Source: an optimization exercise on an open RTL-to-GDS flow (aim: small area, a short achievable clock period and few clock cycles per item). Production flows keep margins and buffers that such runs may drop.
The RTL was checked by simulation tests, not by an equivalence proof against the original design.

==> flow/design.v (outline; a module is shown in full before it is edited, if it fits) <==
// module tone_sin_base: 140 lines
// module tone_sin_rom: 2059 lines
// module tone_exp_seg: 75 lines
// module tone_exp_rom: 267 lines
// module tone_engine: 106 lines
// module tone_addr: 8 lines
// module tone_sin: 324 lines
// module tone_mul: 482 lines
// module tone_nx: 464 lines
// module tone_oct: 558 lines
// module tone_div3: 114 lines
// module tone_exp: 620 lines
// module tone_clk: 1064 lines
// module tone_fa: 10 lines
// module tone_ha: 9 lines
module tone_engine (
    input  wire        clk,
    input  wire        rst,
    input  wire        in_valid,
    output wire        in_ready,
    input  wire [6:0]  in_note,
    input  wire [13:0] in_bend,
    input  wire [6:0]  in_mod,
    input  wire [12:0] in_phase,
    input  wire [23:0] in_clock_hz,
    output reg         out_valid,
    input  wire        out_ready,
    output reg  [17:0] out_period
);
  // ...
==> flow/run.sh <==
#!/bin/bash
# synth_recipe.tcl (not shown) runs the flow's synth.tcl, then flattens the netlist and writes it again
# the make line also repeats each setting of config.mk as NAME=value (left out here)
make -C /OpenROAD-flow-scripts/flow DESIGN_CONFIG=/design/flow/config.mk WORK_HOME=/design/flow/orfs CLKGATE_MAP_FILE= SYNTH_SCRIPT=/design/flow/synth_recipe.tcl finish
==> flow/config.mk <==
export PLATFORM = sky130hd
export DESIGN_NAME = tone_engine
export DESIGN_NICKNAME = tone_engine
export VERILOG_FILES = /design/flow/design.v
export SDC_FILE = /design/flow/constraint.sdc
export NUM_CORES = 4
export LEC_CHECK = 0
export ABC_AREA = 1
export CAP_MARGIN = 20
export CORE_MARGIN = 2
export CORE_UTILIZATION = 55
export SLEW_MARGIN = 20
export SYNTH_HIERARCHICAL = 1
export SYNTH_MEMORY_MAX_BITS = 131072
export SYNTH_MINIMUM_KEEP_SIZE = 0
==> flow/constraint.sdc <==
create_clock -name core_clock -period 50.0 [get_ports {clk}]
set_input_delay 10.0000 -clock core_clock [delete_from_list [all_inputs] [get_ports {clk}]]
set_output_delay 10.0000 -clock core_clock [all_outputs]
set_load 0.01 [all_outputs]
==> metrics.md, run 1 <==
| Metric | Value |
|---|---|
| Status | `complete, no violations` |
| GRT Max-Usage Layer | `met2` |
| Vias per cell | `5.761` |
| Final hold viol count | `0` |
| Die Y-Extent | `290.1 um` |
| Post-Synth Adder-Cell Area | `~34%` |
| Most common library cells after synthesis | `nand2_1 (1666), inv_1 (670), fa_1 (488)` |
| Number of tap instances | `roughly 1100` |
| Clkbuf count | `39` |
| Setup crit start | `r1_phase[11]$_DFFE_PN_` |
| # clock sinks | `271` |
| Fmax | `85.87 MHz` |
| Cell area after synthesis | `0.04502 sq mm` |
| Cts hold-fix bufs | `0` |
| Met3 global-route usage | `3.539%` |
| Top cell by count, worst path | `nand2_1` |
| Post-Place Cells | `approximately 6600` |
| Slowest CP cell | `edfxtp_1` |
| Fill count | `7694` |
| Period utilisation layout | `23.29%` |
| Reg2Reg Setup Slack | `between 30 and 40 ns` |
| Worst r2r path cells | `48` |
| Fraction of area in multi-input gates | `just under 70%` |
| Critical path launch point type | `flip-flop` |
| Worst Hold End | `r4_clkhz[15]$_DFFE_PN_` |
| Final min period | `approximately 12 ns` |
Testbench counts, summed over its fixed seeds: cycles 32,040, items 32,000.
==> module tone_addr, before the edit <==
module tone_addr (
    input  wire [12:0] phase,
    output wire [11:0] j,
    output wire [0:0] q1
);
    assign j  = {1'b0, phase[10:0] ^ {11{phase[11]}}} + {11'd0, phase[11]};
    assign q1 = phase[12];
endmodule
==> run 2, diff against run 1 <==
--- a/flow/design.v
+++ b/flow/design.v
@@ -2645,17 +2645,47 @@
             sk_period <= clk_period;
     end
 endmodule
 module tone_addr (
     input  wire [12:0] phase,
     output wire [11:0] j,
     output wire [0:0] q1
 );
-    assign j  = {1'b0, phase[10:0] ^ {11{phase[11]}}} + {11'd0, phase[11]};
+    wire addr_1 = phase[0] | phase[1];
+    wire addr_2 = addr_1 | phase[2];
+    wire addr_3 = phase[1] ^ (phase[11] & phase[0]);
+    wire addr_4 = phase[0] | phase[1];
+    wire addr_5 = phase[2] ^ (phase[11] & addr_4);
+    wire addr_6 = addr_4 | phase[2];
+    wire addr_7 = phase[3] ^ (phase[11] & addr_6);
+    wire addr_8 = phase[2] | phase[3];
+    wire addr_9 = addr_4 | addr_8;
+    wire addr_10 = phase[4] ^ (phase[11] & addr_9);
+    wire addr_11 = addr_9 | phase[4];
+    wire addr_12 = phase[5] ^ (phase[11] & addr_11);
+    wire addr_13 = phase[4] | phase[5];
+    wire addr_14 = addr_9 | addr_13;
+    wire addr_15 = phase[6] ^ (phase[11] & addr_14);
+    wire addr_16 = addr_13 | phase[6];
+    wire addr_17 = addr_9 | addr_16;
+    wire addr_18 = phase[7] ^ (phase[11] & addr_17);
+    wire addr_19 = phase[6] | phase[7];
+    wire addr_20 = addr_13 | addr_19;
+    wire addr_21 = addr_9 | addr_20;
+    wire addr_22 = phase[8] ^ (phase[11] & addr_21);
+    wire addr_23 = addr_21 | phase[8];
+    wire addr_24 = phase[9] ^ (phase[11] & addr_23);
+    wire addr_25 = phase[8] | phase[9];
+    wire addr_26 = addr_21 | addr_25;
+    wire addr_27 = phase[10] ^ (phase[11] & addr_26);
+    wire addr_28 = addr_25 | phase[10];
+    wire addr_29 = addr_21 | addr_28;
+    wire addr_30 = phase[11] & ~addr_29;
+    assign j = {addr_30, addr_27, addr_24, addr_22, addr_18, addr_15, addr_12, addr_10, addr_7, addr_5, addr_3, phase[0]};
     assign q1 = phase[12];
 endmodule
 module tone_sin (
     input  wire [11:0] j,
     output wire [15:0] a
 );
     wire [15:0] sb; wire [10:0] sl; wire [0:0] sr;
     tone_sin_base u_sb (.a(j[11:4]), .base(sb), .slope(sl));
@@ -2977,491 +3007,386 @@
     wire [15:0] sum = {~sin_314, ~sin_313, ~sin_312, ~sin_311, ~sin_310, ~sin_309, ~sin_308, ~sin_307, ~sin_306, ~sin_305, ~sin_304, ~sin_303, ~sin_302, ~sin_301, ~sin_300, ~sin_299};
     assign a = sum;
 endmodule
 module tone_mul (
     input  wire [6:0] mod,
     input  wire [15:0] a,
     output wire [22:0] w
 );
-    wire mul_1 = ~(mod[0] & a[0]);
-    wire mul_2 = ~(mod[0] & a[1]);
-    wire mul_3 = ~(mod[0] & a[2]);
-    wire mul_4 = ~(mod[0] & a[3]);
-    wire mul_5 = ~(mod[0] & a[4]);
-    wire mul_6 = ~(mod[0] & a[5]);
-    wire mul_7 = ~(mod[0] & a[6]);
-    wire mul_8 = ~(mod[0] & a[7]);
-    wire mul_9 = ~(mod[0] & a[8]);
-    wire mul_10 = ~(mod[0] & a[9]);
-    wire mul_11 = ~(mod[0] & a[10]);
-    wire mul_12 = ~(mod[0] & a[11]);
-    wire mul_13 = ~(mod[0] & a[12]);
-    wire mul_14 = ~(mod[0] & a[13]);
-    wire mul_15 = ~(mod[0] & a[14]);
-    wire mul_16 = ~(mod[0] & a[15]);
-    wire mul_17 = ~(mod[1] & a[0]);
-    wire mul_18 = ~(mod[1] & a[1]);
-    wire mul_19 = ~(mod[1] & a[2]);
-    wire mul_20 = ~(mod[1] & a[3]);
-    wire mul_21 = ~(mod[1] & a[4]);
-    wire mul_22 = ~(mod[1] & a[5]);
-    wire mul_23 = ~(mod[1] & a[6]);
-    wire mul_24 = ~(mod[1] & a[7]);
-    wire mul_25 = ~(mod[1] & a[8]);
-    wire mul_26 = ~(mod[1] & a[9]);
-    wire mul_27 = ~(mod[1] & a[10]);
-    wire mul_28 = ~(mod[1] & a[11]);
-    wire mul_29 = ~(mod[1] & a[12]);
-    wire mul_30 = ~(mod[1] & a[13]);
-    wire mul_31 = ~(mod[1] & a[14]);
-    wire mul_32 = ~(mod[1] & a[15]);
-    wire mul_33 = ~(mod[2] & a[0]);
-    wire mul_34 = ~(mod[2] & a[1]);
-    wire mul_35 = ~(mod[2] & a[2]);
-    wire mul_36 = ~(mod[2] & a[3]);
-    wire mul_37 = ~(mod[2] & a[4]);
-    wire mul_38 = ~(mod[2] & a[5]);
-    wire mul_39 = ~(mod[2] & a[6]);
-    wire mul_40 = ~(mod[2] & a[7]);
-    wire mul_41 = ~(mod[2] & a[8]);
-    wire mul_42 = ~(mod[2] & a[9]);
-    wire mul_43 = ~(mod[2] & a[10]);
-    wire mul_44 = ~(mod[2] & a[11]);
-    wire mul_45 = ~(mod[2] & a[12]);
-    wire mul_46 = ~(mod[2] & a[13]);
-    wire mul_47 = ~(mod[2] & a[14]);
-    wire mul_48 = ~(mod[2] & a[15]);
-    wire mul_49 = ~(mod[3] & a[0]);
-    wire mul_50 = ~(mod[3] & a[1]);
-    wire mul_51 = ~(mod[3] & a[2]);
-    wire mul_52 = ~(mod[3] & a[3]);
-    wire mul_53 = ~(mod[3] & a[4]);
-    wire mul_54 = ~(mod[3] & a[5]);
-    wire mul_55 = ~(mod[3] & a[6]);
-    wire mul_56 = ~(mod[3] & a[7]);
-    wire mul_57 = ~(mod[3] & a[8]);
-    wire mul_58 = ~(mod[3] & a[9]);
-    wire mul_59 = ~(mod[3] & a[10]);
-    wire mul_60 = ~(mod[3] & a[11]);
-    wire mul_61 = ~(mod[3] & a[12]);
-    wire mul_62 = ~(mod[3] & a[13]);
-    wire mul_63 = ~(mod[3] & a[14]);
-    wire mul_64 = ~(mod[3] & a[15]);
-    wire mul_65 = ~(mod[4] & a[0]);
-    wire mul_66 = ~(mod[4] & a[1]);
-    wire mul_67 = ~(mod[4] & a[2]);
-    wire mul_68 = ~(mod[4] & a[3]);
-    wire mul_69 = ~(mod[4] & a[4]);
-    wire mul_70 = ~(mod[4] & a[5]);
-    wire mul_71 = ~(mod[4] & a[6]);
-    wire mul_72 = ~(mod[4] & a[7]);
-    wire mul_73 = ~(mod[4] & a[8]);
-    wire mul_74 = ~(mod[4] & a[9]);
-    wire mul_75 = ~(mod[4] & a[10]);
-    wire mul_76 = ~(mod[4] & a[11]);
-    wire mul_77 = ~(mod[4] & a[12]);
-    wire mul_78 = ~(mod[4] & a[13]);
-    wire mul_79 = ~(mod[4] & a[14]);
-    wire mul_80 = ~(mod[4] & a[15]);
-    wire mul_81 = ~(mod[5] & a[0]);
-    wire mul_82 = ~(mod[5] & a[1]);
-    wire mul_83 = ~(mod[5] & a[2]);
-    wire mul_84 = ~(mod[5] & a[3]);
-    wire mul_85 = ~(mod[5] & a[4]);
-    wire mul_86 = ~(mod[5] & a[5]);
-    wire mul_87 = ~(mod[5] & a[6]);
-    wire mul_88 = ~(mod[5] & a[7]);
-    wire mul_89 = ~(mod[5] & a[8]);
-    wire mul_90 = ~(mod[5] & a[9]);
-    wire mul_91 = ~(mod[5] & a[10]);
-    wire mul_92 = ~(mod[5] & a[11]);
-    wire mul_93 = ~(mod[5] & a[12]);
-    wire mul_94 = ~(mod[5] & a[13]);
-    wire mul_95 = ~(mod[5] & a[14]);
-    wire mul_96 = ~(mod[5] & a[15]);
-    wire mul_97 = ~(mod[6] & a[0]);
-    wire mul_98 = ~(mod[6] & a[1]);
-    wire mul_99 = ~(mod[6] & a[2]);
-    wire mul_100 = ~(mod[6] & a[3]);
-    wire mul_101 = ~(mod[6] & a[4]);
-    wire mul_102 = ~(mod[6] & a[5]);
-    wire mul_103 = ~(mod[6] & a[6]);
-    wire mul_104 = ~(mod[6] & a[7]);
-    wire mul_105 = ~(mod[6] & a[8]);
-    wire mul_106 = ~(mod[6] & a[9]);
-    wire mul_107 = ~(mod[6] & a[10]);
-    wire mul_108 = ~(mod[6] & a[11]);
-    wire mul_109 = ~(mod[6] & a[12]);
-    wire mul_110 = ~(mod[6] & a[13]);
-    wire mul_111 = ~(mod[6] & a[14]);
-    wire mul_112 = ~(mod[6] & a[15]);
-    wire mul_113, mul_114;
-    tone_ha umul_113 (.a(mul_6), .b(mul_21), .s(mul_113), .co(mul_114));
-    wire mul_115, mul_116;
-    tone_fa umul_115 (.a(mul_7), .b(mul_22), .c(mul_37), .s(mul_115), .co(mul_116));
-    wire mul_117, mul_118;
-    tone_ha umul_117 (.a(mul_52), .b(mul_67), .s(mul_117), .co(mul_118));
-    wire mul_119, mul_120;
-    tone_fa umul_119 (.a(mul_8), .b(mul_23), .c(mul_38), .s(mul_119), .co(mul_120));
-    wire mul_121, mul_122;
-    tone_ha umul_121 (.a(mul_53), .b(mul_68), .s(mul_121), .co(mul_122));
-    wire mul_123, mul_124;
-    tone_fa umul_123 (.a(mul_9), .b(mul_24), .c(mul_39), .s(mul_123), .co(mul_124));
-    wire mul_125, mul_126;
-    tone_ha umul_125 (.a(mul_54), .b(mul_69), .s(mul_125), .co(mul_126));
-    wire mul_127, mul_128;
-    tone_fa umul_127 (.a(mul_10), .b(mul_25), .c(mul_40), .s(mul_127), .co(mul_128));
-    wire mul_129, mul_130;
-    tone_ha umul_129 (.a(mul_55), .b(mul_70), .s(mul_129), .co(mul_130));
-    wire mul_131, mul_132;
-    tone_fa umul_131 (.a(mul_11), .b(mul_26), .c(mul_41), .s(mul_131), .co(mul_132));
-    wire mul_133, mul_134;
-    tone_ha umul_133 (.a(mul_56), .b(mul_71), .s(mul_133), .co(mul_134));
-    wire mul_135, mul_136;
-    tone_fa umul_135 (.a(mul_12), .b(mul_27), .c(mul_42), .s(mul_135), .co(mul_136));
-    wire mul_137, mul_138;
-    tone_ha umul_137 (.a(mul_57), .b(mul_72), .s(mul_137), .co(mul_138));
-    wire mul_139, mul_140;
-    tone_fa umul_139 (.a(mul_13), .b(mul_28), .c(mul_43), .s(mul_139), .co(mul_140));
-    wire mul_141, mul_142;
-    tone_ha umul_141 (.a(mul_58), .b(mul_73), .s(mul_141), .co(mul_142));
-    wire mul_143, mul_144;
-    tone_fa umul_143 (.a(mul_14), .b(mul_29), .c(mul_44), .s(mul_143), .co(mul_144));
-    wire mul_145, mul_146;
-    tone_ha umul_145 (.a(mul_59), .b(mul_74), .s(mul_145), .co(mul_146));
-    wire mul_147, mul_148;
-    tone_fa umul_147 (.a(mul_15), .b(mul_30), .c(mul_45), .s(mul_147), .co(mul_148));
+    wire one_0 = mod[0] ^ 1'b0;
+    wire two_0 = mod[1] ? (~mod[0] & ~1'b0) : (mod[0] & 1'b0);
+    wire mul_1 = ~(((one_0 & a[0])) ^ mod[1]);
+    wire mul_2 = ~(((one_0 & a[1]) | (two_0 & a[0])) ^ mod[1]);
+    wire mul_3 = ~(((one_0 & a[2]) | (two_0 & a[1])) ^ mod[1]);
+    wire mul_4 = ~(((one_0 & a[3]) | (two_0 & a[2])) ^ mod[1]);
+    wire mul_5 = ~(((one_0 & a[4]) | (two_0 & a[3])) ^ mod[1]);
+    wire mul_6 = ~(((one_0 & a[5]) | (two_0 & a[4])) ^ mod[1]);
+    wire mul_7 = ~(((one_0 & a[6]) | (two_0 & a[5])) ^ mod[1]);
+    wire mul_8 = ~(((one_0 & a[7]) | (two_0 & a[6])) ^ mod[1]);
+    wire mul_9 = ~(((one_0 & a[8]) | (two_0 & a[7])) ^ mod[1]);
+    wire mul_10 = ~(((one_0 & a[9]) | (two_0 & a[8])) ^ mod[1]);
+    wire mul_11 = ~(((one_0 & a[10]) | (two_0 & a[9])) ^ mod[1]);
+    wire mul_12 = ~(((one_0 & a[11]) | (two_0 & a[10])) ^ mod[1]);
+    wire mul_13 = ~(((one_0 & a[12]) | (two_0 & a[11])) ^ mod[1]);
+    wire mul_14 = ~(((one_0 & a[13]) | (two_0 & a[12])) ^ mod[1]);
+    wire mul_15 = ~(((one_0 & a[14]) | (two_0 & a[13])) ^ mod[1]);
+    wire mul_16 = ~(((one_0 & a[15]) | (two_0 & a[14])) ^ mod[1]);
+    wire mul_17 = ~(((two_0 & a[15])) ^ mod[1]);
+    wire mul_18 = ~mod[1];
+    wire one_1 = mod[2] ^ mod[1];
+    wire two_1 = mod[3] ? (~mod[2] & ~mod[1]) : (mod[2] & mod[1]);
+    wire mul_19 = ~(((one_1 & a[0])) ^ mod[3]);
+    wire mul_20 = ~(((one_1 & a[1]) | (two_1 & a[0])) ^ mod[3]);
+    wire mul_21 = ~(((one_1 & a[2]) | (two_1 & a[1])) ^ mod[3]);
+    wire mul_22 = ~(((one_1 & a[3]) | (two_1 & a[2])) ^ mod[3]);
+    wire mul_23 = ~(((one_1 & a[4]) | (two_1 & a[3])) ^ mod[3]);
+    wire mul_24 = ~(((one_1 & a[5]) | (two_1 & a[4])) ^ mod[3]);
+    wire mul_25 = ~(((one_1 & a[6]) | (two_1 & a[5])) ^ mod[3]);
+    wire mul_26 = ~(((one_1 & a[7]) | (two_1 & a[6])) ^ mod[3]);
+    wire mul_27 = ~(((one_1 & a[8]) | (two_1 & a[7])) ^ mod[3]);
+    wire mul_28 = ~(((one_1 & a[9]) | (two_1 & a[8])) ^ mod[3]);
+    wire mul_29 = ~(((one_1 & a[10]) | (two_1 & a[9])) ^ mod[3]);
+    wire mul_30 = ~(((one_1 & a[11]) | (two_1 & a[10])) ^ mod[3]);
+    wire mul_31 = ~(((one_1 & a[12]) | (two_1 & a[11])) ^ mod[3]);
+    wire mul_32 = ~(((one_1 & a[13]) | (two_1 & a[12])) ^ mod[3]);
+    wire mul_33 = ~(((one_1 & a[14]) | (two_1 & a[13])) ^ mod[3]);
+    wire mul_34 = ~(((one_1 & a[15]) | (two_1 & a[14])) ^ mod[3]);
+    wire mul_35 = ~(((two_1 & a[15])) ^ mod[3]);
+    wire mul_36 = ~mod[3];
+    wire one_2 = mod[4] ^ mod[3];
+    wire two_2 = mod[5] ? (~mod[4] & ~mod[3]) : (mod[4] & mod[3]);
+    wire mul_37 = ~(((one_2 & a[0])) ^ mod[5]);
+    wire mul_38 = ~(((one_2 & a[1]) | (two_2 & a[0])) ^ mod[5]);
+    wire mul_39 = ~(((one_2 & a[2]) | (two_2 & a[1])) ^ mod[5]);
+    wire mul_40 = ~(((one_2 & a[3]) | (two_2 & a[2])) ^ mod[5]);
+    wire mul_41 = ~(((one_2 & a[4]) | (two_2 & a[3])) ^ mod[5]);
+    wire mul_42 = ~(((one_2 & a[5]) | (two_2 & a[4])) ^ mod[5]);
+    wire mul_43 = ~(((one_2 & a[6]) | (two_2 & a[5])) ^ mod[5]);
+    wire mul_44 = ~(((one_2 & a[7]) | (two_2 & a[6])) ^ mod[5]);
+    wire mul_45 = ~(((one_2 & a[8]) | (two_2 & a[7])) ^ mod[5]);
+    wire mul_46 = ~(((one_2 & a[9]) | (two_2 & a[8])) ^ mod[5]);
+    wire mul_47 = ~(((one_2 & a[10]) | (two_2 & a[9])) ^ mod[5]);
+    wire mul_48 = ~(((one_2 & a[11]) | (two_2 & a[10])) ^ mod[5]);
+    wire mul_49 = ~(((one_2 & a[12]) | (two_2 & a[11])) ^ mod[5]);
+    wire mul_50 = ~(((one_2 & a[13]) | (two_2 & a[12])) ^ mod[5]);
+    wire mul_51 = ~(((one_2 & a[14]) | (two_2 & a[13])) ^ mod[5]);
+    wire mul_52 = ~(((one_2 & a[15]) | (two_2 & a[14])) ^ mod[5]);
+    wire mul_53 = ~(((two_2 & a[15])) ^ mod[5]);
+    wire mul_54 = ~mod[5];
+    wire one_3 = mod[6] ^ mod[5];
+    wire two_3 = 1'b0 ? (~mod[6] & ~mod[5]) : (mod[6] & mod[5]);
+    wire mul_55 = ~(((one_3 & a[0])));
+    wire mul_56 = ~(((one_3 & a[1]) | (two_3 & a[0])));
+    wire mul_57 = ~(((one_3 & a[2]) | (two_3 & a[1])));
+    wire mul_58 = ~(((one_3 & a[3]) | (two_3 & a[2])));
+    wire mul_59 = ~(((one_3 & a[4]) | (two_3 & a[3])));
+    wire mul_60 = ~(((one_3 & a[5]) | (two_3 & a[4])));
+    wire mul_61 = ~(((one_3 & a[6]) | (two_3 & a[5])));
+    wire mul_62 = ~(((one_3 & a[7]) | (two_3 & a[6])));
+    wire mul_63 = ~(((one_3 & a[8]) | (two_3 & a[7])));
+    wire mul_64 = ~(((one_3 & a[9]) | (two_3 & a[8])));
+    wire mul_65 = ~(((one_3 & a[10]) | (two_3 & a[9])));
+    wire mul_66 = ~(((one_3 & a[11]) | (two_3 & a[10])));
+    wire mul_67 = ~(((one_3 & a[12]) | (two_3 & a[11])));
+    wire mul_68 = ~(((one_3 & a[13]) | (two_3 & a[12])));
+    wire mul_69 = ~(((one_3 & a[14]) | (two_3 & a[13])));
+    wire mul_70 = ~(((one_3 & a[15]) | (two_3 & a[14])));
+    wire mul_71 = ~(((two_3 & a[15])));
+    wire mul_72, mul_73;
+    tone_ha umul_72 (.a(mul_5), .b(mul_21), .s(mul_72), .co(mul_73));
+    wire mul_74, mul_75;
+    tone_ha umul_74 (.a(mul_6), .b(mul_22), .s(mul_74), .co(mul_75));
+    wire mul_76, mul_77;
+    tone_ha umul_76 (.a(mul_7), .b(mul_23), .s(mul_76), .co(mul_77));
+    wire mul_78, mul_79;
+    tone_ha umul_78 (.a(mul_8), .b(mul_24), .s(mul_78), .co(mul_79));
+    wire mul_80, mul_81;
+    tone_ha umul_80 (.a(mul_9), .b(mul_25), .s(mul_80), .co(mul_81));
+    wire mul_82, mul_83;
+    tone_ha umul_82 (.a(mul_10), .b(mul_26), .s(mul_82), .co(mul_83));
+    wire mul_84, mul_85;
+    tone_ha umul_84 (.a(mul_11), .b(mul_27), .s(mul_84), .co(mul_85));
+    wire mul_86, mul_87;
+    tone_ha umul_86 (.a(mul_12), .b(mul_28), .s(mul_86), .co(mul_87));
+    wire mul_88, mul_89;
+    tone_ha umul_88 (.a(mul_13), .b(mul_29), .s(mul_88), .co(mul_89));
+    wire mul_90, mul_91;
+    tone_ha umul_90 (.a(mul_14), .b(mul_30), .s(mul_90), .co(mul_91));
+    wire mul_92, mul_93;
+    tone_ha umul_92 (.a(mul_15), .b(mul_31), .s(mul_92), .co(mul_93));
+    wire mul_94, mul_95;
+    tone_ha umul_94 (.a(mul_16), .b(mul_32), .s(mul_94), .co(mul_95));
+    wire mul_96, mul_97;
+    tone_ha umul_96 (.a(mul_17), .b(mul_33), .s(mul_96), .co(mul_97));
+    wire mul_98, mul_99;
+    tone_fa umul_98 (.a(mod[1]), .b(mul_34), .c(mul_50), .s(mul_98), .co(mul_99));
+    wire mul_100, mul_101;
+    tone_ha umul_100 (.a(mul_35), .b(mul_51), .s(mul_100), .co(mul_101));
+    wire mul_102, mul_103;
+    tone_ha umul_102 (.a(mul_3), .b(mul_19), .s(mul_102), .co(mul_103));
+    wire mul_104, mul_105;
+    tone_ha umul_104 (.a(mul_4), .b(mul_20), .s(mul_104), .co(mul_105));
+    wire mul_106, mul_107;
+    tone_fa umul_106 (.a(mul_72), .b(mul_37), .c(mul_54), .s(mul_106), .co(mul_107));
+    wire mul_108 = ~(mul_74 ^ mul_38);
+    wire mul_109 = mul_74 | mul_38;
+    wire mul_110, mul_111;
+    tone_fa umul_110 (.a(mul_76), .b(mul_39), .c(mul_55), .s(mul_110), .co(mul_111));
+    wire mul_112, mul_113;
+    tone_fa umul_112 (.a(mul_78), .b(mul_40), .c(mul_56), .s(mul_112), .co(mul_113));
+    wire mul_114, mul_115;
+    tone_fa umul_114 (.a(mul_80), .b(mul_41), .c(mul_57), .s(mul_114), .co(mul_115));
+    wire mul_116, mul_117;
+    tone_fa umul_116 (.a(mul_82), .b(mul_42), .c(mul_58), .s(mul_116), .co(mul_117));
+    wire mul_118, mul_119;
+    tone_fa umul_118 (.a(mul_84), .b(mul_43), .c(mul_59), .s(mul_118), .co(mul_119));
+    wire mul_120, mul_121;
+    tone_fa umul_120 (.a(mul_86), .b(mul_44), .c(mul_60), .s(mul_120), .co(mul_121));
+    wire mul_122, mul_123;
+    tone_fa umul_122 (.a(mul_88), .b(mul_45), .c(mul_61), .s(mul_122), .co(mul_123));
+    wire mul_124, mul_125;
+    tone_fa umul_124 (.a(mul_90), .b(mul_46), .c(mul_62), .s(mul_124), .co(mul_125));
+    wire mul_126, mul_127;
+    tone_fa umul_126 (.a(mul_92), .b(mul_47), .c(mul_63), .s(mul_126), .co(mul_127));
+    wire mul_128, mul_129;
+    tone_fa umul_128 (.a(mul_94), .b(mul_48), .c(mul_64), .s(mul_128), .co(mul_129));
+    wire mul_130, mul_131;
+    tone_fa umul_130 (.a(mul_96), .b(mul_49), .c(mul_65), .s(mul_130), .co(mul_131));
+    wire mul_132 = ~(mul_98 ^ mul_66);
+    wire mul_133 = mul_98 | mul_66;
+    wire mul_134 = ~(mul_100 ^ mul_67);
+    wire mul_135 = mul_100 | mul_67;
+    wire mul_136, mul_137;
+    tone_fa umul_136 (.a(mod[3]), .b(mul_52), .c(mul_68), .s(mul_136), .co(mul_137));
+    wire mul_138, mul_139;
+    tone_ha umul_138 (.a(mul_53), .b(mul_69), .s(mul_138), .co(mul_139));
+    wire mul_140, mul_141;
+    tone_ha umul_140 (.a(mul_1), .b(mul_18), .s(mul_140), .co(mul_141));
+    wire mul_142 = ~mul_2;
+    wire mul_143 = ~(mul_102 ^ mul_36);
+    wire mul_144 = mul_102 | mul_36;
+    wire mul_145 = ~(mul_104 ^ mul_103);
+    wire mul_146 = mul_104 | mul_103;
+    wire mul_147 = ~(mul_106 ^ mul_105);
+    wire mul_148 = mul_106 | mul_105;
     wire mul_149, mul_150;
-    tone_ha umul_149 (.a(mul_60), .b(mul_75), .s(mul_149), .co(mul_150));
+    tone_fa umul_149 (.a(mul_108), .b(mul_73), .c(mul_107), .s(mul_149), .co(mul_150));
     wire mul_151, mul_152;
-    tone_fa umul_151 (.a(mul_16), .b(mul_31), .c(mul_46), .s(mul_151), .co(mul_152));
+    tone_fa umul_151 (.a(mul_110), .b(mul_75), .c(mul_109), .s(mul_151), .co(mul_152));
     wire mul_153, mul_154;
-    tone_ha umul_153 (.a(mul_61), .b(mul_76), .s(mul_153), .co(mul_154));
+    tone_fa umul_153 (.a(mul_112), .b(mul_77), .c(mul_111), .s(mul_153), .co(mul_154));
     wire mul_155, mul_156;
-    tone_fa umul_155 (.a(mul_32), .b(mul_47), .c(mul_62), .s(mul_155), .co(mul_156));
+    tone_fa umul_155 (.a(mul_114), .b(mul_79), .c(mul_113), .s(mul_155), .co(mul_156));
     wire mul_157, mul_158;
-    tone_ha umul_157 (.a(mul_77), .b(mul_92), .s(mul_157), .co(mul_158));
+    tone_fa umul_157 (.a(mul_116), .b(mul_81), .c(mul_115), .s(mul_157), .co(mul_158));
     wire mul_159, mul_160;
-    tone_ha umul_159 (.a(mul_48), .b(mul_63), .s(mul_159), .co(mul_160));
+    tone_fa umul_159 (.a(mul_118), .b(mul_83), .c(mul_117), .s(mul_159), .co(mul_160));
     wire mul_161, mul_162;
-    tone_ha umul_161 (.a(mul_4), .b(mul_19), .s(mul_161), .co(mul_162));
+    tone_fa umul_161 (.a(mul_120), .b(mul_85), .c(mul_119), .s(mul_161), .co(mul_162));
     wire mul_163, mul_164;
-    tone_fa umul_163 (.a(mul_5), .b(mul_20), .c(mul_35), .s(mul_163), .co(mul_164));
+    tone_fa umul_163 (.a(mul_122), .b(mul_87), .c(mul_121), .s(mul_163), .co(mul_164));
     wire mul_165, mul_166;
-    tone_ha umul_165 (.a(mul_50), .b(mul_65), .s(mul_165), .co(mul_166));
+    tone_fa umul_165 (.a(mul_124), .b(mul_89), .c(mul_123), .s(mul_165), .co(mul_166));
     wire mul_167, mul_168;
-    tone_fa umul_167 (.a(mul_113), .b(mul_36), .c(mul_51), .s(mul_167), .co(mul_168));
-    wire mul_169 = ~(mul_66 ^ mul_81);
-    wire mul_170 = mul_66 | mul_81;
+    tone_fa umul_167 (.a(mul_126), .b(mul_91), .c(mul_125), .s(mul_167), .co(mul_168));
+    wire mul_169, mul_170;
+    tone_fa umul_169 (.a(mul_128), .b(mul_93), .c(mul_127), .s(mul_169), .co(mul_170));
     wire mul_171, mul_172;
-    tone_fa umul_171 (.a(mul_115), .b(mul_117), .c(mul_82), .s(mul_171), .co(mul_172));
-    wire mul_173 = ~(mul_97 ^ mul_114);
-    wire mul_174 = mul_97 | mul_114;
+    tone_fa umul_171 (.a(mul_130), .b(mul_95), .c(mul_129), .s(mul_171), .co(mul_172));
+    wire mul_173, mul_174;
+    tone_fa umul_173 (.a(mul_132), .b(mul_97), .c(mul_131), .s(mul_173), .co(mul_174));
     wire mul_175, mul_176;
-    tone_fa umul_175 (.a(mul_119), .b(mul_121), .c(mul_83), .s(mul_175), .co(mul_176));
+    tone_fa umul_175 (.a(mul_134), .b(mul_99), .c(mul_133), .s(mul_175), .co(mul_176));
     wire mul_177, mul_178;
-    tone_fa umul_177 (.a(mul_98), .b(mul_116), .c(mul_118), .s(mul_177), .co(mul_178));
-    wire mul_179, mul_180;
-    tone_fa umul_179 (.a(mul_123), .b(mul_125), .c(mul_84), .s(mul_179), .co(mul_180));
+    tone_fa umul_177 (.a(mul_136), .b(mul_101), .c(mul_135), .s(mul_177), .co(mul_178));
+    wire mul_179 = ~(mul_138 ^ mul_137);
+    wire mul_180 = mul_138 | mul_137;
     wire mul_181, mul_182;
-    tone_fa umul_181 (.a(mul_99), .b(mul_120), .c(mul_122), .s(mul_181), .co(mul_182));
-    wire mul_183, mul_184;
-    tone_fa umul_183 (.a(mul_127), .b(mul_129), .c(mul_85), .s(mul_183), .co(mul_184));
-    wire mul_185, mul_186;
-    tone_fa umul_185 (.a(mul_100), .b(mul_124), .c(mul_126), .s(mul_185), .co(mul_186));
-    wire mul_187, mul_188;
-    tone_fa umul_187 (.a(mul_131), .b(mul_133), .c(mul_86), .s(mul_187), .co(mul_188));
-    wire mul_189, mul_190;
-    tone_fa umul_189 (.a(mul_101), .b(mul_128), .c(mul_130), .s(mul_189), .co(mul_190));
-    wire mul_191, mul_192;
-    tone_fa umul_191 (.a(mul_135), .b(mul_137), .c(mul_87), .s(mul_191), .co(mul_192));
-    wire mul_193, mul_194;
-    tone_fa umul_193 (.a(mul_102), .b(mul_132), .c(mul_134), .s(mul_193), .co(mul_194));
-    wire mul_195, mul_196;
-    tone_fa umul_195 (.a(mul_139), .b(mul_141), .c(mul_88), .s(mul_195), .co(mul_196));
-    wire mul_197, mul_198;
-    tone_fa umul_197 (.a(mul_103), .b(mul_136), .c(mul_138), .s(mul_197), .co(mul_198));
-    wire mul_199, mul_200;
-    tone_fa umul_199 (.a(mul_143), .b(mul_145), .c(mul_89), .s(mul_199), .co(mul_200));
-    wire mul_201, mul_202;
-    tone_fa umul_201 (.a(mul_104), .b(mul_140), .c(mul_142), .s(mul_201), .co(mul_202));
-    wire mul_203, mul_204;
-    tone_fa umul_203 (.a(mul_147), .b(mul_149), .c(mul_90), .s(mul_203), .co(mul_204));
-    wire mul_205, mul_206;
-    tone_fa umul_205 (.a(mul_105), .b(mul_144), .c(mul_146), .s(mul_205), .co(mul_206));
-    wire mul_207, mul_208;
-    tone_fa umul_207 (.a(mul_151), .b(mul_153), .c(mul_91), .s(mul_207), .co(mul_208));
-    wire mul_209, mul_210;
-    tone_fa umul_209 (.a(mul_106), .b(mul_148), .c(mul_150), .s(mul_209), .co(mul_210));
-    wire mul_211, mul_212;
-    tone_fa umul_211 (.a(mul_155), .b(mul_157), .c(mul_107), .s(mul_211), .co(mul_212));
-    wire mul_213 = ~(mul_152 ^ mul_154);
-    wire mul_214 = mul_152 | mul_154;
-    wire mul_215, mul_216;
-    tone_fa umul_215 (.a(mul_159), .b(mul_78), .c(mul_93), .s(mul_215), .co(mul_216));
-    wire mul_217, mul_218;
-    tone_fa umul_217 (.a(mul_108), .b(mul_156), .c(mul_158), .s(mul_217), .co(mul_218));
-    wire mul_219, mul_220;
-    tone_fa umul_219 (.a(mul_64), .b(mul_79), .c(mul_94), .s(mul_219), .co(mul_220));
-    wire mul_221, mul_222;
-    tone_ha umul_221 (.a(mul_109), .b(mul_160), .s(mul_221), .co(mul_222));
-    wire mul_223, mul_224;
-    tone_ha umul_223 (.a(mul_80), .b(mul_95), .s(mul_223), .co(mul_224));
-    wire mul_225, mul_226;
-    tone_ha umul_225 (.a(mul_3), .b(mul_18), .s(mul_225), .co(mul_226));
-    wire mul_227, mul_228;
-    tone_fa umul_227 (.a(mul_161), .b(mul_34), .c(mul_49), .s(mul_227), .co(mul_228));
-    wire mul_229 = ~(mul_163 ^ mul_165);
-    wire mul_230 = mul_163 | mul_165;
-    wire mul_231, mul_232;
-    tone_fa umul_231 (.a(mul_167), .b(mul_169), .c(mul_164), .s(mul_231), .co(mul_232));
-    wire mul_233, mul_234;
-    tone_fa umul_233 (.a(mul_171), .b(mul_173), .c(mul_168), .s(mul_233), .co(mul_234));
-    wire mul_235, mul_236;
-    tone_fa umul_235 (.a(mul_175), .b(mul_177), .c(mul_172), .s(mul_235), .co(mul_236));
-    wire mul_237, mul_238;
-    tone_fa umul_237 (.a(mul_179), .b(mul_181), .c(mul_176), .s(mul_237), .co(mul_238));
-    wire mul_239, mul_240;
-    tone_fa umul_239 (.a(mul_183), .b(mul_185), .c(mul_180), .s(mul_239), .co(mul_240));
-    wire mul_241, mul_242;
-    tone_fa umul_241 (.a(mul_187), .b(mul_189), .c(mul_184), .s(mul_241), .co(mul_242));
-    wire mul_243, mul_244;
-    tone_fa umul_243 (.a(mul_191), .b(mul_193), .c(mul_188), .s(mul_243), .co(mul_244));
-    wire mul_245, mul_246;
-    tone_fa umul_245 (.a(mul_195), .b(mul_197), .c(mul_192), .s(mul_245), .co(mul_246));
-    wire mul_247, mul_248;
-    tone_fa umul_247 (.a(mul_199), .b(mul_201), .c(mul_196), .s(mul_247), .co(mul_248));
-    wire mul_249, mul_250;
-    tone_fa umul_249 (.a(mul_203), .b(mul_205), .c(mul_200), .s(mul_249), .co(mul_250));
-    wire mul_251, mul_252;
-    tone_fa umul_251 (.a(mul_207), .b(mul_209), .c(mul_204), .s(mul_251), .co(mul_252));
-    wire mul_253, mul_254;
-    tone_fa umul_253 (.a(mul_211), .b(mul_213), .c(mul_208), .s(mul_253), .co(mul_254));
-    wire mul_255, mul_256;
-    tone_fa umul_255 (.a(mul_215), .b(mul_217), .c(mul_212), .s(mul_255), .co(mul_256));
-    wire mul_257, mul_258;
-    tone_fa umul_257 (.a(mul_219), .b(mul_221), .c(mul_216), .s(mul_257), .co(mul_258));
-    wire mul_259, mul_260;
-    tone_fa umul_259 (.a(mul_223), .b(mul_110), .c(mul_220), .s(mul_259), .co(mul_260));
-    wire mul_261, mul_262;
-    tone_ha umul_261 (.a(mul_96), .b(mul_111), .s(mul_261), .co(mul_262));
-    wire mul_263, mul_264;
-    tone_ha umul_263 (.a(mul_2), .b(mul_17), .s(mul_263), .co(mul_264));
-    wire mul_265 = ~(mul_225 ^ mul_33);
-    wire mul_266 = mul_225 | mul_33;
-    wire mul_267 = ~(mul_227 ^ mul_226);
-    wire mul_268 = mul_227 | mul_226;
-    wire mul_269, mul_270;
-    tone_fa umul_269 (.a(mul_229), .b(mul_162), .c(mul_228), .s(mul_269), .co(mul_270));
-    wire mul_271, mul_272;
-    tone_fa umul_271 (.a(mul_231), .b(mul_166), .c(mul_230), .s(mul_271), .co(mul_272));
-    wire mul_273, mul_274;
-    tone_fa umul_273 (.a(mul_233), .b(mul_170), .c(mul_232), .s(mul_273), .co(mul_274));
-    wire mul_275, mul_276;
-    tone_fa umul_275 (.a(mul_235), .b(mul_174), .c(mul_234), .s(mul_275), .co(mul_276));
-    wire mul_277, mul_278;
-    tone_fa umul_277 (.a(mul_237), .b(mul_178), .c(mul_236), .s(mul_277), .co(mul_278));
-    wire mul_279, mul_280;
-    tone_fa umul_279 (.a(mul_239), .b(mul_182), .c(mul_238), .s(mul_279), .co(mul_280));
-    wire mul_281, mul_282;
-    tone_fa umul_281 (.a(mul_241), .b(mul_186), .c(mul_240), .s(mul_281), .co(mul_282));
-    wire mul_283, mul_284;
-    tone_fa umul_283 (.a(mul_243), .b(mul_190), .c(mul_242), .s(mul_283), .co(mul_284));
-    wire mul_285, mul_286;
-    tone_fa umul_285 (.a(mul_245), .b(mul_194), .c(mul_244), .s(mul_285), .co(mul_286));
-    wire mul_287, mul_288;
-    tone_fa umul_287 (.a(mul_247), .b(mul_198), .c(mul_246), .s(mul_287), .co(mul_288));
-    wire mul_289, mul_290;
-    tone_fa umul_289 (.a(mul_249), .b(mul_202), .c(mul_248), .s(mul_289), .co(mul_290));
-    wire mul_291, mul_292;
-    tone_fa umul_291 (.a(mul_251), .b(mul_206), .c(mul_250), .s(mul_291), .co(mul_292));
-    wire mul_293, mul_294;
-    tone_fa umul_293 (.a(mul_253), .b(mul_210), .c(mul_252), .s(mul_293), .co(mul_294));
-    wire mul_295, mul_296;
-    tone_fa umul_295 (.a(mul_255), .b(mul_214), .c(mul_254), .s(mul_295), .co(mul_296));
-    wire mul_297, mul_298;
-    tone_fa umul_297 (.a(mul_257), .b(mul_218), .c(mul_256), .s(mul_297), .co(mul_298));
-    wire mul_299, mul_300;
-    tone_fa umul_299 (.a(mul_259), .b(mul_222), .c(mul_258), .s(mul_299), .co(mul_300));
-    wire mul_301, mul_302;
-    tone_fa umul_301 (.a(mul_261), .b(mul_224), .c(mul_260), .s(mul_301), .co(mul_302));
-    wire mul_303, mul_304;
-    tone_ha umul_303 (.a(mul_112), .b(mul_262), .s(mul_303), .co(mul_304));
-    wire mul_305 = ~mul_263;
-    wire mul_306 = mul_265 & mul_264;
-    wire mul_307 = mul_265 ^ mul_264;
-    wire mul_308 = mul_267 & mul_266;
-    wire mul_309 = mul_267 ^ mul_266;
-    wire mul_310 = mul_269 & mul_268;
-    wire mul_311 = mul_269 ^ mul_268;
-    wire mul_312 = mul_271 & mul_270;
-    wire mul_313 = mul_271 ^ mul_270;
-    wire mul_314 = mul_273 & mul_272;
-    wire mul_315 = mul_273 ^ mul_272;
-    wire mul_316 = mul_275 & mul_274;
-    wire mul_317 = mul_275 ^ mul_274;
-    wire mul_318 = mul_277 & mul_276;
-    wire mul_319 = mul_277 ^ mul_276;
-    wire mul_320 = mul_279 & mul_278;
-    wire mul_321 = mul_279 ^ mul_278;
-    wire mul_322 = mul_281 & mul_280;
-    wire mul_323 = mul_281 ^ mul_280;
-    wire mul_324 = mul_283 & mul_282;
-    wire mul_325 = mul_283 ^ mul_282;
-    wire mul_326 = mul_285 & mul_284;
-    wire mul_327 = mul_285 ^ mul_284;
-    wire mul_328 = mul_287 & mul_286;
-    wire mul_329 = mul_287 ^ mul_286;
-    wire mul_330 = mul_289 & mul_288;
-    wire mul_331 = mul_289 ^ mul_288;
-    wire mul_332 = mul_291 & mul_290;
-    wire mul_333 = mul_291 ^ mul_290;
-    wire mul_334 = mul_293 & mul_292;
-    wire mul_335 = mul_293 ^ mul_292;
-    wire mul_336 = mul_295 & mul_294;
-    wire mul_337 = mul_295 ^ mul_294;
-    wire mul_338 = mul_297 & mul_296;
-    wire mul_339 = mul_297 ^ mul_296;
-    wire mul_340 = mul_299 & mul_298;
-    wire mul_341 = mul_299 ^ mul_298;
-    wire mul_342 = mul_301 & mul_300;
-    wire mul_343 = mul_301 ^ mul_300;
-    wire mul_344 = mul_303 & mul_302;
-    wire mul_345 = mul_303 ^ mul_302;
-    wire mul_346 = mul_305 & mul_1;
-    wire mul_347 = mul_309 & mul_306;
-    wire mul_348 = mul_308 | mul_347;
-    wire mul_349 = mul_309 & mul_307;
-    wire mul_350 = mul_313 & mul_310;
-    wire mul_351 = mul_312 | mul_350;
-    wire mul_352 = mul_313 & mul_311;
-    wire mul_353 = mul_317 & mul_314;
-    wire mul_354 = mul_316 | mul_353;
-    wire mul_355 = mul_317 & mul_315;
-    wire mul_356 = mul_321 & mul_318;
-    wire mul_357 = mul_320 | mul_356;
-    wire mul_358 = mul_321 & mul_319;
-    wire mul_359 = mul_325 & mul_322;
-    wire mul_360 = mul_324 | mul_359;
-    wire mul_361 = mul_325 & mul_323;
-    wire mul_362 = mul_329 & mul_326;
-    wire mul_363 = mul_328 | mul_362;
-    wire mul_364 = mul_329 & mul_327;
-    wire mul_365 = mul_333 & mul_330;
-    wire mul_366 = mul_332 | mul_365;
-    wire mul_367 = mul_333 & mul_331;
-    wire mul_368 = mul_337 & mul_334;
-    wire mul_369 = mul_336 | mul_368;
-    wire mul_370 = mul_337 & mul_335;
-    wire mul_371 = mul_341 & mul_338;
-    wire mul_372 = mul_340 | mul_371;
-    wire mul_373 = mul_341 & mul_339;
-    wire mul_374 = mul_345 & mul_342;
-    wire mul_375 = mul_344 | mul_374;
-    wire mul_376 = mul_345 & mul_343;
-    wire mul_377 = mul_349 & mul_263;
-    wire mul_378 = mul_348 | mul_377;
-    wire mul_379 = mul_349 & mul_346;
-    wire mul_380 = mul_355 & mul_351;
-    wire mul_381 = mul_354 | mul_380;
-    wire mul_382 = mul_355 & mul_352;
-    wire mul_383 = mul_361 & mul_357;
-    wire mul_384 = mul_360 | mul_383;
-    wire mul_385 = mul_361 & mul_358;
-    wire mul_386 = mul_367 & mul_363;
-    wire mul_387 = mul_366 | mul_386;
-    wire mul_388 = mul_367 & mul_364;
-    wire mul_389 = mul_373 & mul_369;
-    wire mul_390 = mul_372 | mul_389;
-    wire mul_391 = mul_373 & mul_370;
-    wire mul_392 = mul_382 & mul_378;
-    wire mul_393 = mul_381 | mul_392;
-    wire mul_394 = mul_382 & mul_379;
-    wire mul_395 = mul_388 & mul_384;
-    wire mul_396 = mul_387 | mul_395;
-    wire mul_397 = mul_388 & mul_385;
-    wire mul_398 = mul_397 & mul_393;
-    wire mul_399 = mul_396 | mul_398;
-    wire mul_400 = mul_397 & mul_394;
-    wire mul_401 = mul_385 & mul_393;
-    wire mul_402 = mul_384 | mul_401;
-    wire mul_403 = mul_385 & mul_394;
-    wire mul_404 = mul_391 & mul_399;
-    wire mul_405 = mul_390 | mul_404;
-    wire mul_406 = mul_391 & mul_400;
-    wire mul_407 = mul_352 & mul_378;
-    wire mul_408 = mul_351 | mul_407;
-    wire mul_409 = mul_352 & mul_379;
-    wire mul_410 = mul_358 & mul_393;
-    wire mul_411 = mul_357 | mul_410;
-    wire mul_412 = mul_358 & mul_394;
-    wire mul_413 = mul_364 & mul_402;
-    wire mul_414 = mul_363 | mul_413;
-    wire mul_415 = mul_364 & mul_403;
-    wire mul_416 = mul_370 & mul_399;
-    wire mul_417 = mul_369 | mul_416;
-    wire mul_418 = mul_370 & mul_400;
-    wire mul_419 = mul_376 & mul_405;
-    wire mul_420 = mul_375 | mul_419;
-    wire mul_421 = mul_376 & mul_406;
-    wire mul_422 = mul_307 & mul_263;
-    wire mul_423 = mul_306 | mul_422;
-    wire mul_424 = mul_307 & mul_346;
-    wire mul_425 = mul_311 & mul_378;
-    wire mul_426 = mul_310 | mul_425;
-    wire mul_427 = mul_311 & mul_379;
-    wire mul_428 = mul_315 & mul_408;
-    wire mul_429 = mul_314 | mul_428;
-    wire mul_430 = mul_315 & mul_409;
-    wire mul_431 = mul_319 & mul_393;
-    wire mul_432 = mul_318 | mul_431;
-    wire mul_433 = mul_319 & mul_394;
-    wire mul_434 = mul_323 & mul_411;
-    wire mul_435 = mul_322 | mul_434;
-    wire mul_436 = mul_323 & mul_412;
-    wire mul_437 = mul_327 & mul_402;
-    wire mul_438 = mul_326 | mul_437;
-    wire mul_439 = mul_327 & mul_403;
-    wire mul_440 = mul_331 & mul_414;
-    wire mul_441 = mul_330 | mul_440;
-    wire mul_442 = mul_331 & mul_415;
-    wire mul_443 = mul_335 & mul_399;
-    wire mul_444 = mul_334 | mul_443;
-    wire mul_445 = mul_335 & mul_400;
-    wire mul_446 = mul_339 & mul_417;
-    wire mul_447 = mul_338 | mul_446;
-    wire mul_448 = mul_339 & mul_418;
-    wire mul_449 = mul_343 & mul_405;
-    wire mul_450 = mul_342 | mul_449;
-    wire mul_451 = mul_343 & mul_406;
-    wire mul_452 = mul_304 & mul_420;
-    wire mul_453 = mul_304 & mul_421;
-    wire mul_454 = mul_307 ^ mul_263;
-    wire mul_455 = mul_309 ^ mul_423;
-    wire mul_456 = mul_311 ^ mul_378;
-    wire mul_457 = mul_313 ^ mul_426;
-    wire mul_458 = mul_315 ^ mul_408;
-    wire mul_459 = mul_317 ^ mul_429;
-    wire mul_460 = mul_319 ^ mul_393;
-    wire mul_461 = mul_321 ^ mul_432;
-    wire mul_462 = mul_323 ^ mul_411;
-    wire mul_463 = mul_325 ^ mul_435;
-    wire mul_464 = mul_327 ^ mul_402;
-    wire mul_465 = mul_329 ^ mul_438;
-    wire mul_466 = mul_331 ^ mul_414;
-    wire mul_467 = mul_333 ^ mul_441;
-    wire mul_468 = mul_335 ^ mul_399;
-    wire mul_469 = mul_337 ^ mul_444;
-    wire mul_470 = mul_339 ^ mul_417;
-    wire mul_471 = mul_341 ^ mul_447;
-    wire mul_472 = mul_343 ^ mul_405;
-    wire mul_473 = mul_345 ^ mul_450;
-    wire mul_474 = mul_304 ^ mul_420;
-    wire [22:0] sum = {~mul_474, ~mul_473, ~mul_472, ~mul_471, ~mul_470, ~mul_469, ~mul_468, ~mul_467, ~mul_466, ~mul_465, ~mul_464, ~mul_463, ~mul_462, ~mul_461, ~mul_460, ~mul_459, ~mul_458, ~mul_457, ~mul_456, ~mul_455, ~mul_454, ~mul_305, ~mul_1};
+    tone_fa umul_181 (.a(mod[5]), .b(mul_70), .c(mul_139), .s(mul_181), .co(mul_182));
+    wire mul_183 = ~mul_71;
+    wire mul_184 = ~mul_140;
+    wire mul_185 = mul_142 & mul_141;
+    wire mul_186 = mul_142 ^ mul_141;
+    wire mul_187 = mul_143 & mul_2;
+    wire mul_188 = mul_143 ^ mul_2;
+    wire mul_189 = mul_145 & mul_144;
+    wire mul_190 = mul_145 ^ mul_144;
+    wire mul_191 = mul_147 & mul_146;
+    wire mul_192 = mul_147 ^ mul_146;
+    wire mul_193 = mul_149 & mul_148;
+    wire mul_194 = mul_149 ^ mul_148;
+    wire mul_195 = mul_151 & mul_150;
+    wire mul_196 = mul_151 ^ mul_150;
+    wire mul_197 = mul_153 & mul_152;
+    wire mul_198 = mul_153 ^ mul_152;
+    wire mul_199 = mul_155 & mul_154;
+    wire mul_200 = mul_155 ^ mul_154;
+    wire mul_201 = mul_157 & mul_156;
+    wire mul_202 = mul_157 ^ mul_156;
+    wire mul_203 = mul_159 & mul_158;
+    wire mul_204 = mul_159 ^ mul_158;
+    wire mul_205 = mul_161 & mul_160;
+    wire mul_206 = mul_161 ^ mul_160;
+    wire mul_207 = mul_163 & mul_162;
+    wire mul_208 = mul_163 ^ mul_162;
+    wire mul_209 = mul_165 & mul_164;
+    wire mul_210 = mul_165 ^ mul_164;
+    wire mul_211 = mul_167 & mul_166;
+    wire mul_212 = mul_167 ^ mul_166;
+    wire mul_213 = mul_169 & mul_168;
+    wire mul_214 = mul_169 ^ mul_168;
+    wire mul_215 = mul_171 & mul_170;
+    wire mul_216 = mul_171 ^ mul_170;
+    wire mul_217 = mul_173 & mul_172;
+    wire mul_218 = mul_173 ^ mul_172;
+    wire mul_219 = mul_175 & mul_174;
+    wire mul_220 = mul_175 ^ mul_174;
+    wire mul_221 = mul_177 & mul_176;
+    wire mul_222 = mul_177 ^ mul_176;
+    wire mul_223 = mul_179 & mul_178;
+    wire mul_224 = mul_179 ^ mul_178;
+    wire mul_225 = mul_181 & mul_180;
+    wire mul_226 = mul_181 ^ mul_180;
+    wire mul_227 = mul_183 & mul_182;
+    wire mul_228 = mul_183 ^ mul_182;
+    wire mul_229 = mul_186 & mul_140;
+    wire mul_230 = mul_185 | mul_229;
+    wire mul_231 = mul_186 & mul_184;
+    wire mul_232 = mul_190 & mul_187;
+    wire mul_233 = mul_189 | mul_232;
+    wire mul_234 = mul_190 & mul_188;
+    wire mul_235 = mul_194 & mul_191;
+    wire mul_236 = mul_193 | mul_235;
+    wire mul_237 = mul_194 & mul_192;
+    wire mul_238 = mul_198 & mul_195;
+    wire mul_239 = mul_197 | mul_238;
+    wire mul_240 = mul_198 & mul_196;
+    wire mul_241 = mul_202 & mul_199;
+    wire mul_242 = mul_201 | mul_241;
+    wire mul_243 = mul_202 & mul_200;
+    wire mul_244 = mul_206 & mul_203;
+    wire mul_245 = mul_205 | mul_244;
+    wire mul_246 = mul_206 & mul_204;
+    wire mul_247 = mul_210 & mul_207;
+    wire mul_248 = mul_209 | mul_247;
+    wire mul_249 = mul_210 & mul_208;
+    wire mul_250 = mul_214 & mul_211;
+    wire mul_251 = mul_213 | mul_250;
+    wire mul_252 = mul_214 & mul_212;
+    wire mul_253 = mul_218 & mul_215;
+    wire mul_254 = mul_217 | mul_253;
+    wire mul_255 = mul_218 & mul_216;
+    wire mul_256 = mul_222 & mul_219;
+    wire mul_257 = mul_221 | mul_256;
+    wire mul_258 = mul_222 & mul_220;
+    wire mul_259 = mul_226 & mul_223;
+    wire mul_260 = mul_225 | mul_259;
+    wire mul_261 = mul_226 & mul_224;
+    wire mul_262 = mul_234 & mul_230;
+    wire mul_263 = mul_233 | mul_262;
+    wire mul_264 = mul_234 & mul_231;
+    wire mul_265 = mul_240 & mul_236;
+    wire mul_266 = mul_239 | mul_265;
+    wire mul_267 = mul_240 & mul_237;
+    wire mul_268 = mul_246 & mul_242;
+    wire mul_269 = mul_245 | mul_268;
+    wire mul_270 = mul_246 & mul_243;
+    wire mul_271 = mul_252 & mul_248;
+    wire mul_272 = mul_251 | mul_271;
+    wire mul_273 = mul_252 & mul_249;
+    wire mul_274 = mul_258 & mul_254;
+    wire mul_275 = mul_257 | mul_274;
+    wire mul_276 = mul_258 & mul_255;
+    wire mul_277 = mul_267 & mul_263;
+    wire mul_278 = mul_266 | mul_277;
+    wire mul_279 = mul_267 & mul_264;
+    wire mul_280 = mul_273 & mul_269;
+    wire mul_281 = mul_272 | mul_280;
+    wire mul_282 = mul_273 & mul_270;
+    wire mul_283 = mul_282 & mul_278;
+    wire mul_284 = mul_281 | mul_283;
+    wire mul_285 = mul_282 & mul_279;
+    wire mul_286 = mul_270 & mul_278;
+    wire mul_287 = mul_269 | mul_286;
+    wire mul_288 = mul_270 & mul_279;
+    wire mul_289 = mul_276 & mul_284;
+    wire mul_290 = mul_275 | mul_289;
+    wire mul_291 = mul_276 & mul_285;
+    wire mul_292 = mul_237 & mul_263;
+    wire mul_293 = mul_236 | mul_292;
+    wire mul_294 = mul_237 & mul_264;
+    wire mul_295 = mul_243 & mul_278;
+    wire mul_296 = mul_242 | mul_295;
+    wire mul_297 = mul_243 & mul_279;
+    wire mul_298 = mul_249 & mul_287;
+    wire mul_299 = mul_248 | mul_298;
+    wire mul_300 = mul_249 & mul_288;
+    wire mul_301 = mul_255 & mul_284;
+    wire mul_302 = mul_254 | mul_301;
+    wire mul_303 = mul_255 & mul_285;
+    wire mul_304 = mul_261 & mul_290;
+    wire mul_305 = mul_260 | mul_304;
+    wire mul_306 = mul_261 & mul_291;
+    wire mul_307 = mul_188 & mul_230;
+    wire mul_308 = mul_187 | mul_307;
+    wire mul_309 = mul_188 & mul_231;
+    wire mul_310 = mul_192 & mul_263;
+    wire mul_311 = mul_191 | mul_310;
+    wire mul_312 = mul_192 & mul_264;
+    wire mul_313 = mul_196 & mul_293;
+    wire mul_314 = mul_195 | mul_313;
+    wire mul_315 = mul_196 & mul_294;
+    wire mul_316 = mul_200 & mul_278;
+    wire mul_317 = mul_199 | mul_316;
+    wire mul_318 = mul_200 & mul_279;
+    wire mul_319 = mul_204 & mul_296;
+    wire mul_320 = mul_203 | mul_319;
+    wire mul_321 = mul_204 & mul_297;
+    wire mul_322 = mul_208 & mul_287;
+    wire mul_323 = mul_207 | mul_322;
+    wire mul_324 = mul_208 & mul_288;
+    wire mul_325 = mul_212 & mul_299;
+    wire mul_326 = mul_211 | mul_325;
+    wire mul_327 = mul_212 & mul_300;
+    wire mul_328 = mul_216 & mul_284;
+    wire mul_329 = mul_215 | mul_328;
+    wire mul_330 = mul_216 & mul_285;
+    wire mul_331 = mul_220 & mul_302;
+    wire mul_332 = mul_219 | mul_331;
+    wire mul_333 = mul_220 & mul_303;
+    wire mul_334 = mul_224 & mul_290;
+    wire mul_335 = mul_223 | mul_334;
+    wire mul_336 = mul_224 & mul_291;
+    wire mul_337 = mul_228 & mul_305;
+    wire mul_338 = mul_227 | mul_337;
+    wire mul_339 = mul_228 & mul_306;
+    wire mul_340 = mul_186 ^ mul_140;
+    wire mul_341 = mul_188 ^ mul_230;
+    wire mul_342 = mul_190 ^ mul_308;
+    wire mul_343 = mul_192 ^ mul_263;
+    wire mul_344 = mul_194 ^ mul_311;
+    wire mul_345 = mul_196 ^ mul_293;
+    wire mul_346 = mul_198 ^ mul_314;
+    wire mul_347 = mul_200 ^ mul_278;
+    wire mul_348 = mul_202 ^ mul_317;
+    wire mul_349 = mul_204 ^ mul_296;
+    wire mul_350 = mul_206 ^ mul_320;
+    wire mul_351 = mul_208 ^ mul_287;
+    wire mul_352 = mul_210 ^ mul_323;
+    wire mul_353 = mul_212 ^ mul_299;
+    wire mul_354 = mul_214 ^ mul_326;
+    wire mul_355 = mul_216 ^ mul_284;
+    wire mul_356 = mul_218 ^ mul_329;
+    wire mul_357 = mul_220 ^ mul_302;
+    wire mul_358 = mul_222 ^ mul_332;
+    wire mul_359 = mul_224 ^ mul_290;
+    wire mul_360 = mul_226 ^ mul_335;
+    wire mul_361 = mul_228 ^ mul_305;
+    wire [22:0] sum = {~mul_361, ~mul_360, ~mul_359, ~mul_358, ~mul_357, ~mul_356, ~mul_355, ~mul_354, ~mul_353, ~mul_352, ~mul_351, ~mul_350, ~mul_349, ~mul_348, ~mul_347, ~mul_346, ~mul_345, ~mul_344, ~mul_343, ~mul_342, ~mul_341, ~mul_340, ~mul_184};
     assign w = sum;
 endmodule
 module tone_nx (
     input  wire [22:0] w,
     input  wire [0:0] q1,
     input  wire [6:0] note,
     input  wire [13:0] bend,
     output wire [23:0] nx
==> flow/flow/run.sh (new file) <==
#!/bin/bash
# Layout flow: the standard layout (standard.sh, unchanged synthesis and steps),
# except that the buffers buffer_ports puts on every input and output port are
# sky130_fd_sc_hd__buf_4 rather than the default clkdlybuf4s50_1 delay cell.
# The full make output goes to layout.log in the work folder; each ORFS step also
# keeps its own log under orfs/logs/.
set -euo pipefail
bash standard.sh BUFFER_PORTS_ARGS="-buffer_cell sky130_fd_sc_hd__buf_4" finish > layout.log 2>&1
==> flow/standard.sh (new file) <==
#!/bin/bash
# synth_recipe.tcl (not shown) runs the flow's synth.tcl, then flattens the netlist and writes it again
# the make line also repeats each setting of config.mk as NAME=value (left out here)
make -C /OpenROAD-flow-scripts/flow DESIGN_CONFIG=/design/flow/config.mk WORK_HOME=/design/flow/orfs CLKGATE_MAP_FILE= SYNTH_SCRIPT=/design/flow/synth_recipe.tcl "${@:-finish}"
removed: flow/run.sh
==> run 2 against run 1 <==
  * Still clean
  * Cell count down 0.46%
  * Flip-flop and latch count unchanged
  * Critical endpoint is now out_period[7]
  * Utilization down 0.47 points
  * Non-clock buffer count up 3
  * Wire length about the same
  * Via count down 0.63%
  * First-iteration DRC count up 15%
  * Design area down 1.1%
  * Critical path depth down 47
  * Area after synthesis down 0.46%
  * Count of clock-buffer cells in the layout up 3
==> metrics.md, run 2 <==
| Metric | Value |
|---|---|
| Status | `complete, no violations (unchanged)` |
| Worst Tran Pin Value | `1.094 ns (was 1.104 ns)` |
| DP Worst Slack | `38.88 ns (was 38.22 ns)` |
| Top-area cell type share of the netlist area | `20.10% (was 21.70%)` |
| RePlAce Congestion | `0.9845 (was 0.9942)` |
| CTS-repair resized insts | `0 (unchanged)` |
| Max Buffers Root-to-Sink | `3 (unchanged)` |
| CP delay by family, top | `flip-flops (was adder cells)` |
| Post-synth EDFFs | `264 (unchanged)` |
| Vias per cell | `5.751 (was 5.761)` |
| Syn Area/Cell | `7.846 sq um (was 7.850 sq um)` |
| PortBufs | `88 (unchanged)` |
| Setup Fix Bufs, Post-CTS | `0 (unchanged)` |
| Max Slew Vio Count | `0 (unchanged)` |
| Synth cell types | `65 (was 63)` |
| Worst setup EP type | `output pin (was flip-flop)` |
| CP max FO | `1 (was 14)` |
| Yosys reg bits | `271 (unchanged)` |
| Fmax | `90.36 MHz (was 85.87 MHz)` |
| Period utilisation layout | `22.13% (was 23.29%)` |
| Dominant cells by area after synthesis | `fa_1 (20%), edfxtp_1 (18%), nand2_1 (13%) (was fa_1 (22%), edfxtp_1 (18%), nand2_1 (14%))` |
| # IOs | `89 (unchanged)` |
| Post-Place Cells | `6604 (was 6634)` |
| Vias in the first global route | `37920 (was 38480)` |
| Global route overflow | `0 (unchanged)` |
| Synth area leader | `fa_1 (unchanged)` |
| Critical Path Max Stage Delay | `0.37 ns (was 0.60 ns)` |
| Final instance area | `0.04662 sq mm (was 0.04715 sq mm)` |
| Antenna violations before repair | `0 (unchanged)` |
| Die Y-Extent | `289.4 um (was 290.1 um)` |
| Setup CP Type | `reg -> out (was reg -> reg)` |
| Slowest CP cell | `edfxtp_1 (unchanged)` |
| Seq/Total Area, Yosys | `18.00% (was 17.92%)` |
| Final Worst Setup Slack | `38.93 ns (was 38.35 ns)` |
| # setup viols final | `0 (unchanged)` |
| Setup TNS | `0 ns (unchanged)` |
| CTS root buffer | `clkbuf_16 (unchanged)` |
| Die ar. | `0.08377 sq mm (was 0.08416 sq mm)` |
| Clk slew on worst S/H paths | `0.06 ns (about the same)` |
| CTS tree | `yes (unchanged)` |
| Headroom to the max-slew limit | `26.80% (was 26.15%)` |
| Drt drc | `0 (unchanged)` |
| DRT Wirelength | `130500 um (was 130600 um)` |
| Max reg flops | `26 (unchanged)` |
| Post-Syn Nets | `6665 (was 6726)` |
| H-tree depth | `2 (unchanged)` |
| Syn Inst Count | `5711 (was 5735)` |
| First-pass GRT wire length | `208000 um (was 211200 um)` |
| Area growth syn-to-layout | `4.046% (was 4.736%)` |
| Starting DRT DRC Count | `3818 (was 3308)` |
| Most common library cells after synthesis | `nand2_1 (1552), inv_1 (698), fa_1 (450) (was nand2_1 (1666), inv_1 (670), fa_1 (488))` |
| CTS Buf Count | `34 (unchanged)` |
| Commonest non-fill, non-tap cell in the layout | `nand2_1 (unchanged)` |
| Synth warnings | `11 (unchanged)` |
| Cts hold-fix bufs | `0 (unchanged)` |
| Final min period | `11.07 ns (was 11.65 ns)` |
| Worst-Skew Late Latency | `0.59 ns (was 0.58 ns)` |
| Max-cap violations | `0 (unchanged)` |
| Placed Instance Area | `0.04552 sq mm (was 0.04603 sq mm)` |
| TritonRoute pass-1 iters | `8 (was 6)` |
| Largest net degree at the start of global routing | `105 (was 107)` |
| Commonest register cell after synthesis | `edfxtp_1 (unchanged)` |
| CP Cell Sequence | `buf_4` |
| GR Util All Layers | `31.46% (was 31.15%)` |
| Layout cells sized above 1 | `7.408% (was 5.982%)` |
| Clock Skew | `0.04176 ns (was 0.04703 ns)` |
| Commonest non-fill, non-tap cells in the layout | `nand2_1 (1551), inv_1 (698), fa_1 (450), ha_1 (435), nand3_1 (357) (was nand2_1 (1665), inv_1 (670), fa_1 (488), ha_1 (434), nand3_1 (360))` |
| Post-Layout Cell Count | `6663 (was 6694)` |
| Final hold viol count | `0 (unchanged)` |
| Core Area | `0.08055 sq mm (was 0.08081 sq mm)` |
| Critical Path RT | `40.00 ns (was 50.30 ns)` |
| Cell Rows | `104 (unchanged)` |
| CP Buf/Inv Count | `1 (was 6)` |
| Cell area after synthesis | `0.04481 sq mm (was 0.04502 sq mm)` |
| Critical path launch point type | `flip-flop (unchanged)` |
| DRT antenna net count | `0 (unchanged)` |
| WL/cell | `19.58 um (was 19.51 um)` |
| Initial Utilization | `55.63% (was 55.71%)` |
| Async set-reset flop share out of synthesis | `0% (unchanged)` |
| Nets | `6534 (was 6601)` |
| Vias | `38320 (was 38560)` |
| Hold crit path type | `reg -> reg (unchanged)` |
| # clock sinks | `271 (unchanged)` |
| Post-DP HPWL | `99510 um (was 99010 um)` |
| Unrepaired setup endpoints after global routing | `false (unchanged)` |
| Top reg by flops | `r3_mp (unchanged)` |
| Die Wd | `289.4 um (was 290.1 um)` |
| Most frequent cell after synthesis | `nand2_1 (unchanged)` |
| WP data arrival | `1.07 ns (was 11.94 ns)` |
## run 2: path summary, 6_finish.rpt
kind | cells after the start | endpoint | from | slack [ns]
worst max register to register | 49 | r2_w[15]$_DFFE_PN_ | r1_phase[11]$_DFFE_PN_ | 39.53
worst max-delay path | 1 | out_period[7] | out_period[7]$_DFFE_PP_ | 38.93
worst min-delay path | 0 | r3_clkhz[9]$_DFFE_PN_ | r2_clkhz[9]$_DFFE_PN_ | 0.41
worst min register to register | 0 | r3_clkhz[9]$_DFFE_PN_ | r2_clkhz[9]$_DFFE_PN_ | 0.41
## run 2: modules after synthesis (local to each module, per instance)
module	cells	area (sq um)
tone_exp_seg	429	1977
tone_exp_rom	436	2116
tone_engine	363	8448
tone_ha	1	12.51
tone_addr	61	341.6
tone_nx	297	2023
tone_exp	335	1770
tone_oct	239	1455
tone_clk	1048	6635
tone_sin_base	790	3725
tone_fa	1	20.02
tone_mul	334	2340
tone_div3	332	1882
tone_sin_rom	368	1783
tone_sin	181	1096
## run 2: metal layers
layer | vias to the layer above | track usage, % | routed length (um)
met5 | - | 0 | 0
met4 | 0 | 10.36 | 4589
met3 | 291 | 4.598 | 10230
met2 | 1607 | 51.80 | 60450
met1 | 18280 | 42.61 | 55200
li1 | 18150 | - | -
## run 2: final cells by class
class,count,area (sq um)
sequential,271,8068
inverter,753,2839
tap,1060,1326
timing repair buffer,135,1013
clock buffer,42,880.8
fill,7619,33920
antenna,1,2.502
clock inverter,16,215.2
multi-input combinational,4385,32280
## run 2: per-stage QoR
step | hold WS (ns) | util (%)
floorplan | 0.4003 | -
global placement | 0.4004 | 56.51
detailed placement | 0.4045 | 56.51
CTS | 0.4071 | 57.88
global route | 0.4229 | 57.88
finish | 0.4110 | 57.88
## run 2: cells by family after synthesis
kind of cell,synth area share (%)
AND/OR/NAND/NOR,22.85
multiplexers,0.3434
AO/OA/AOI/OAI,9.591
buffers and inverters,10.31
flip-flops,18.00
adder cells (fa/ha/maj),32.25
XOR/XNOR,6.659
Testbench counts of run 2, summed over its fixed seeds: cycles 32,040, items 32,000.

re-timing with driven ports:
Ports are ideal in the flow. The routed layouts listed here were re-timed in OpenROAD. Step 1 assumes that a clkbuf_16 drives the clock port and a buf_2 every other input. Step 2, shift: input delay + t, output delay - t, t = (earliest + latest rising clock arrival at the registers) / 2. This alone moves slack from input paths to output paths. Slacks: ideal ports / drivers / drivers and shift; pairs: ideal ports / drivers.
run | shift t [ns] | slack for setup (ns) | cell pins on the clock port's net
run 1 | 0.619 | 38.354 / 38.354 / 38.225 | 1
run 2 | 0.633 | 38.933 / 38.864 / 38.851 | 1
After both steps every run listed still meets setup and hold. The setup slack of run 1, which loses most, moves by 0.000 ns with the drivers and by -0.129 ns with both steps.
